Source: an optimization exercise on an open RTL-to-GDS flow (aim: small area). Production flows keep margins and buffers that such runs may drop. Only simulation tests tie the RTL to the original design; equivalence was not proved. Power figures rest on the tool's default switching activity, not on a simulated workload.

cedar:
Design fs_frame_decoder, start of the top module:
module fs_frame_decoder (
    input  wire       clk,
    input  wire       rst,
    input  wire       in_valid,
    input  wire [7:0] in_data,
    input  wire       in_abort,
    input  wire [3:0] rd_col,
    input  wire [3:0] rd_row,
    output reg        res_valid,
    output reg  [1:0] res_kind,
    output reg  [1:0] res_cause,
    output wire [7:0] mat_cols,
    output wire [7:0] mat_rows,
    output wire [3:0] rd_data
);
Size: roughly 3,200 cells after synthesis, ~45 I/O pins.
==> flow/config.mk <==
export PLATFORM = sky130hd
export DESIGN_NAME = fs_frame_decoder
export DESIGN_NICKNAME = fs_frame_decoder
export VERILOG_FILES = /design/flow/design.v
export SDC_FILE = /design/flow/constraint.sdc
export NUM_CORES = 4
export LEC_CHECK = 0
export CAP_MARGIN = 10
export CORE_MARGIN = 2
export CORE_UTILIZATION = 50
export CTS_BUF_LIST = sky130_fd_sc_hd__clkbuf_8
export CTS_CLUSTER_DIAMETER = 60
export CTS_CLUSTER_SIZE = 18
export PLACE_DENSITY = 0.65
export SLEW_MARGIN = 10
export SYNTH_HIERARCHICAL = 1
export SYNTH_MINIMUM_KEEP_SIZE = 0
==> flow/constraint.sdc <==
create_clock -name core_clock -period 10.0 [get_ports {clk}]
set_input_delay 2.0000 -clock core_clock [delete_from_list [all_inputs] [get_ports {clk}]]
set_output_delay 2.0000 -clock core_clock [all_outputs]
set_load 0.01 [all_outputs]
standard.sh (not shown) runs the stock make flow with config.mk's settings and CLKGATE_MAP_FILE= SYNTH_SCRIPT=/design/flow/synth_recipe.tcl, a recipe that flattens the netlist after the stock synthesis.
==> flow/flow/run.sh <==
#!/bin/bash
# Standard layout, with CTS run without dummy loads and the port buffers
# made of the smallest buffer cell.
set -e
export CTS_ARGS="-sink_clustering_enable -repair_clock_nets -sink_clustering_size 18 -sink_clustering_max_diameter 60 -buf_list sky130_fd_sc_hd__clkbuf_8 -dont_use_dummy_load"
export BUFFER_PORTS_ARGS="-buffer_cell sky130_fd_sc_hd__buf_1"
bash standard.sh > standard.log 2>&1
cedar completed end to end with timing, DRC and antenna clean.
What indigo does differently from cedar at the input level:
- swapping 50 for 55 in CORE_UTILIZATION
- swapping 0.65 for 0.7 in PLACE_DENSITY
- swapping 18 for 20 in CTS_CLUSTER_SIZE
==> flow/flow/run.sh <==
#!/bin/bash
# Standard layout, with CTS run without dummy loads and the port buffers
# made of the smallest buffer cell.
set -e
export CTS_ARGS="-sink_clustering_enable -repair_clock_nets -sink_clustering_size 20 -sink_clustering_max_diameter 60 -buf_list sky130_fd_sc_hd__clkbuf_8 -dont_use_dummy_load"
export BUFFER_PORTS_ARGS="-buffer_cell sky130_fd_sc_hd__buf_1"
bash standard.sh > standard.log 2>&1
Findings:
Non-clock buffer total of the final layout, cedar and indigo: smaller value in indigo
indigo: initial core utilization 5.3 points above cedar
Post-layout net count is lower on indigo
Between cedar and indigo, the difference in clock latency reported for the late side of the worst-skew pair is negligible.
Of cedar and indigo, indigo shows the lower register-to-register setup slack, with cedar above it.
Per the comparison of indigo with cedar, via count grew by 148, global-route usage grew by 1.4 points, area added between synthesis and finish shrank by 1.1 points.
Overall power (lower): indigo
On clock slew at the register clock pins of the worst setup and hold paths, cedar and indigo are basically level.
> inputs changed (indigo -> pepper)
- CORE_UTILIZATION now 45, was 55
- PLACE_DENSITY now 0.62, was 0.7
==> comparison <==
Comparing starting DRC count in detailed routing for pepper and indigo, the smaller number came from pepper. Vias after detailed routing: pepper vs indigo down 0.87%. Sequential share of layout area for pepper: 0.50 points down relative to indigo. Critical path's slowest cell = sky130_fd_sc_hd__fa_1: indigo; critical path's slowest cell = sky130_fd_sc_hd__or4_1: pepper. Going from indigo to pepper, via count of the first global-routing pass +327; area of the die increased about 22%; total track usage decreased by 3.3 points relative to the old numbers; post-layout net count now sits at about the same level; wire length of the first global-routing pass saw an increase. Higher relative slew slack was reported by pepper, not indigo.

willow:
The RTL this note starts from:
==> flow/design.v <==
module fs_frame_decoder (
    input  wire       clk,
    input  wire       rst,
    input  wire       in_valid,
    input  wire [7:0] in_data,
    input  wire       in_abort,
    input  wire [3:0] rd_col,
    input  wire [3:0] rd_row,
    output reg        res_valid,
    output reg  [1:0] res_kind,
    output reg  [1:0] res_cause,
    output wire [7:0] mat_cols,
    output wire [7:0] mat_rows,
    output wire [3:0] rd_data
);
    localparam [1:0] K_NEEDMORE = 2'd0;
    localparam [1:0] K_READY    = 2'd1;
    localparam [1:0] K_RESYNC   = 2'd2;
    localparam [1:0] C_HEADER   = 2'd0;
    localparam [1:0] C_DEGEN    = 2'd1;
    localparam [1:0] C_ABORTED  = 2'd2;
    localparam [1:0] C_OVERSIZE = 2'd3;
    localparam [2:0] S_COLS = 3'd4;
    localparam [2:0] S_ROWS = 3'd5;
    localparam [2:0] S_BODY = 3'd6;
    reg [2:0] state;
    reg [4:0] columns;     
    reg [4:0] rows;
    reg [6:0] remain;      
    reg [4:0] mcols;
    reg [4:0] mrows;
    reg [7:0] hdr_byte;
    always @(*) begin
        case (state[1:0])
            2'd0:    hdr_byte = 8'hBA;
            2'd1:    hdr_byte = 8'h5E;
            2'd2:    hdr_byte = 8'hBA;
            default: hdr_byte = 8'h11;
        endcase
    end
    wire byte_ev = in_valid && !in_abort && !rst;
    wire       d_zero   = (in_data == 8'd0);
    wire       d_big    = (in_data > 8'd16);
    wire       c_zero   = (columns == 5'd0);
    wire       c_big    = columns[4] && (columns[3:0] != 4'd0);
    wire       dim_degen    = c_zero || d_zero;
    wire       dim_oversize = c_big || d_big;
    wire       dim_single   = (columns == 5'd1) && (in_data == 8'd1);
    wire [9:0] cells        = columns * in_data[4:0];
    wire body_last = byte_ev && (state == S_BODY) && (remain == 7'd0);
    reg [127*8-1:0] work_buf;
    reg [128*8-1:0] out_buf;
    always @(posedge clk) begin
        if (in_valid)
            work_buf <= {work_buf[126*8-1:0], in_data};
        if (body_last)
            out_buf <= {work_buf, in_data};
    end
    wire [4:0] xc     = mcols - 5'd1 - {1'b0, rd_col};
    wire [4:0] yr     = mrows - 5'd1 - {1'b0, rd_row};
    wire [3:0] x      = xc[3:0];
    wire [8:0] s      = x * mrows + rd_row;
    wire       odd    = mcols[0] & mrows[0];
    wire [7:0] p      = s[7:0] - {7'd0, odd};
    wire       in_mat = !xc[4] && !yr[4]
                        && !(odd && x == 4'd0 && rd_row == 4'd0);
    assign rd_data  = in_mat ? out_buf[{p, 2'b00} +: 4] : 4'd0;
    assign mat_cols = {3'd0, mcols};
    assign mat_rows = {3'd0, mrows};
    always @(posedge clk) begin
        if (rst) begin
            state     <= 3'd0;
            res_valid <= 1'b0;
            res_kind  <= K_NEEDMORE;
            res_cause <= C_HEADER;
        end else begin
            res_valid <= in_valid || in_abort;
            res_kind  <= K_NEEDMORE;
            res_cause <= C_HEADER;
            if (in_abort) begin
                state     <= 3'd0;
                res_kind  <= K_RESYNC;
                res_cause <= C_ABORTED;
            end else if (in_valid) begin
                case (state)
                    S_COLS: begin
                        columns <= d_zero ? 5'd0 : d_big ? 5'd31 : in_data[4:0];
                        state   <= S_ROWS;
                    end
                    S_ROWS: begin
                        rows   <= in_data[4:0];
                        remain <= cells[7:1] - 7'd1;
                        state  <= S_BODY;
                        if (dim_degen) begin
                            state     <= 3'd0;
                            res_kind  <= K_RESYNC;
                            res_cause <= C_DEGEN;
                        end else if (dim_oversize) begin
                            state     <= 3'd0;
                            res_kind  <= K_RESYNC;
                            res_cause <= C_OVERSIZE;
                        end else if (dim_single) begin
                            state    <= 3'd0;
                            res_kind <= K_READY;
                            mcols    <= 5'd1;
                            mrows    <= 5'd1;
                        end
                    end
                    S_BODY: begin
                        remain <= remain - 7'd1;
                        if (remain == 7'd0) begin
                            state    <= 3'd0;
                            res_kind <= K_READY;
                            mcols    <= columns;
                            mrows    <= rows;
                        end
                    end
                    default: begin
                        if (in_data == hdr_byte) begin
                            state <= state + 3'd1;
                        end else begin
                            state     <= 3'd0;
                            res_kind  <= K_RESYNC;
                            res_cause <= C_HEADER;
                        end
                    end
                endcase
            end
        end
    end
endmodule
export LEC_CHECK = 0
export CAP_MARGIN = 10
export CORE_MARGIN = 2
export CORE_UTILIZATION = 55
export CTS_BUF_LIST = sky130_fd_sc_hd__clkbuf_8
export CTS_CLUSTER_DIAMETER = 60
export CTS_CLUSTER_SIZE = 20
export PLACE_DENSITY = 0.7
export SLEW_MARGIN = 10
create_clock -name core_clock -period 10.0 [get_ports {clk}]
==> flow/flow/run.sh <==
#!/bin/bash
# Standard layout, with CTS run without dummy loads and the port buffers
# made of the smallest buffer cell.
set -e
export CTS_ARGS="-sink_clustering_enable -repair_clock_nets -sink_clustering_size 20 -sink_clustering_max_diameter 60 -buf_list sky130_fd_sc_hd__clkbuf_8 -dont_use_dummy_load"
export BUFFER_PORTS_ARGS="-buffer_cell sky130_fd_sc_hd__buf_1"
bash standard.sh > standard.log 2>&1
The following lists how garnet was set up differently from willow:
- swapping 0.7 for 0.65 in PLACE_DENSITY
- swapping 55 for 50 in CORE_UTILIZATION
- swapping 10 for 20 in SLEW_MARGIN
- putting SETUP_SLACK_MARGIN at 0.1 where nothing was set
- swapping 10 for 20 in CAP_MARGIN
Findings:
- garnet | status: complete | timing, DRC, antenna: pass
- Between garnet and willow, the sequential power figures differ only marginally.
- For garnet, the worst setup path endpoint was rd_data[1], unlike willow, where it was rd_data[2].
- garnet vs. willow: sum of net half-perimeters after detailed placement has increased; cell count rose 3.3%; stage delay of the slowest cell on the critical path shows a reduction of 0.21 ns.
What yarrow does differently from garnet at the input level:
- changing CORE_UTILIZATION from 50 to 55
- changing PLACE_DENSITY from 0.65 to 0.7
## What came out
The flow did not stop early for yarrow: all stages ran, and the layout cleared the timing, DRC and antenna checks.
Comparing garnet against yarrow, there is no change at all in proportion of register bits with asynchronous set or reset after synthesis.
Floorplan die area down about 9% in yarrow wrt garnet
yarrow vs garnet — register-to-register slack dropped 0.05 ns.
Between garnet and yarrow, register fraction of the total cell area is higher for yarrow, garnet comes in under that.
yarrow vs garnet, power per cell area went up by 0.36%.
Changes in sierra relative to yarrow:
- a change of SLEW_MARGIN from 20 to 10
- a change of CAP_MARGIN from 20 to 10
- a change of CTS_CLUSTER_DIAMETER from 60 to 35
- a change of CTS_BUF_LIST from sky130_fd_sc_hd__clkbuf_8 to sky130_fd_sc_hd__clkbuf_4
- a change of CTS_CLUSTER_SIZE from 20 to 10
- a deleted SETUP_SLACK_MARGIN that had been 0.1
==> flow/flow/run.sh <==
#!/bin/bash
# Standard layout, with CTS run without dummy loads and the port buffers
# made of the smallest buffer cell.
set -e
export CTS_ARGS="-sink_clustering_enable -repair_clock_nets -sink_clustering_size 10 -sink_clustering_max_diameter 35 -buf_list sky130_fd_sc_hd__clkbuf_4 -dont_use_dummy_load"
export BUFFER_PORTS_ARGS="-buffer_cell sky130_fd_sc_hd__buf_1"
bash standard.sh > standard.log 2>&1
Results
- Setup slack: sierra worse than yarrow
- sierra: final standard cell utilization of the core 0.29 points above yarrow
- Looking at timing endpoint of the critical path, the rd_data[3] result is from yarrow; the rd_data[2] one comes from sierra.
- On peak clock frequency supported by timing, yarrow beats sierra.
## Diff of input files: tundra against sierra
- swapping 35 for 60 in CTS_CLUSTER_DIAMETER
- swapping 10 for 0 in SLEW_MARGIN
- swapping 10 for 20 in CTS_CLUSTER_SIZE
- swapping sky130_fd_sc_hd__clkbuf_4 for sky130_fd_sc_hd__clkbuf_8 in CTS_BUF_LIST
- swapping 10 for 0 in CAP_MARGIN
==> flow/flow/run.sh <==
#!/bin/bash
# Standard layout, with CTS run without dummy loads and the port buffers
# made of the smallest buffer cell.
set -e
export CTS_ARGS="-sink_clustering_enable -repair_clock_nets -sink_clustering_size 20 -sink_clustering_max_diameter 60 -buf_list sky130_fd_sc_hd__clkbuf_8 -dont_use_dummy_load"
export BUFFER_PORTS_ARGS="-buffer_cell sky130_fd_sc_hd__buf_1"
bash standard.sh > standard.log 2>&1
### Flow results
For the layout overhead on the synthesized area, tundra came in 0.61 points lower than sierra did. As far as total count of max-transition violations in the final report goes, sierra and tundra are indistinguishable; the numbers are identical. Clock insertion delay at the later pin of the skew report: tundra vs sierra down 0.37 ns. Against sierra, tundra comes in 2.6% lower on global-route wire length before repair. Changes observed in tundra relative to sierra: total power decreased 2.3%; final worst hold slack went up; final critical-path share of the clock period lost 0.97 points; clock period minus worst slack decreased by 0.097 ns relative to the old numbers; post-route worst setup slack +0.097 ns.

-- what the ideal ports hide --
The flow's constraints put no driver on any port. The routed layouts listed below were extracted and timed again, unchanged, in two steps. Step 1, drivers: a clkbuf_16 drives clk and a buf_2 each remaining input, both assumed. Step 2 moves the port delays by t, midway between the first and last clock arrival at a register: inputs arrive t later, outputs are due t later. That takes back most of the time a late clock gives input paths. a / b / c = no drivers / after step 1 / after step 2; a / b = the first two.
| run | t (ns) | slack for setup (ns) | hold WS [ns] | pins driven straight from the clock port |
|---|---|---|---|---|
| cedar | 0.925 | 0.290 / 0.269 / 0.269 | 0.397 / 0.397 / 0.397 | 1 |
| indigo | 0.911 | 0.345 / 0.312 / 0.312 | 0.379 / 0.379 / 0.379 | 1 |
| pepper | 0.892 | 0.279 / 0.256 / 0.256 | 0.366 / 0.366 / 0.366 | 1 |
| willow | 0.910 | 0.463 / 0.441 / 0.441 | 0.376 / 0.376 / 0.376 | 1 |
| garnet | 0.918 | 0.266 / 0.241 / 0.241 | 0.377 / 0.377 / 0.377 | 1 |
| yarrow | 0.915 | 0.447 / 0.426 / 0.426 | 0.372 / 0.372 / 0.372 | 1 |
| sierra | 1.272 | 0.365 / 0.344 / 0.344 | 0.352 / 0.352 / 0.352 | 1 |
| tundra | 0.910 | 0.463 / 0.441 / 0.441 | 0.377 / 0.377 / 0.377 | 1 |
After both steps every run listed still meets setup and hold. For indigo, which loses most, drivers alone change the setup slack by -0.033 ns; drivers and shift together by -0.033 ns.
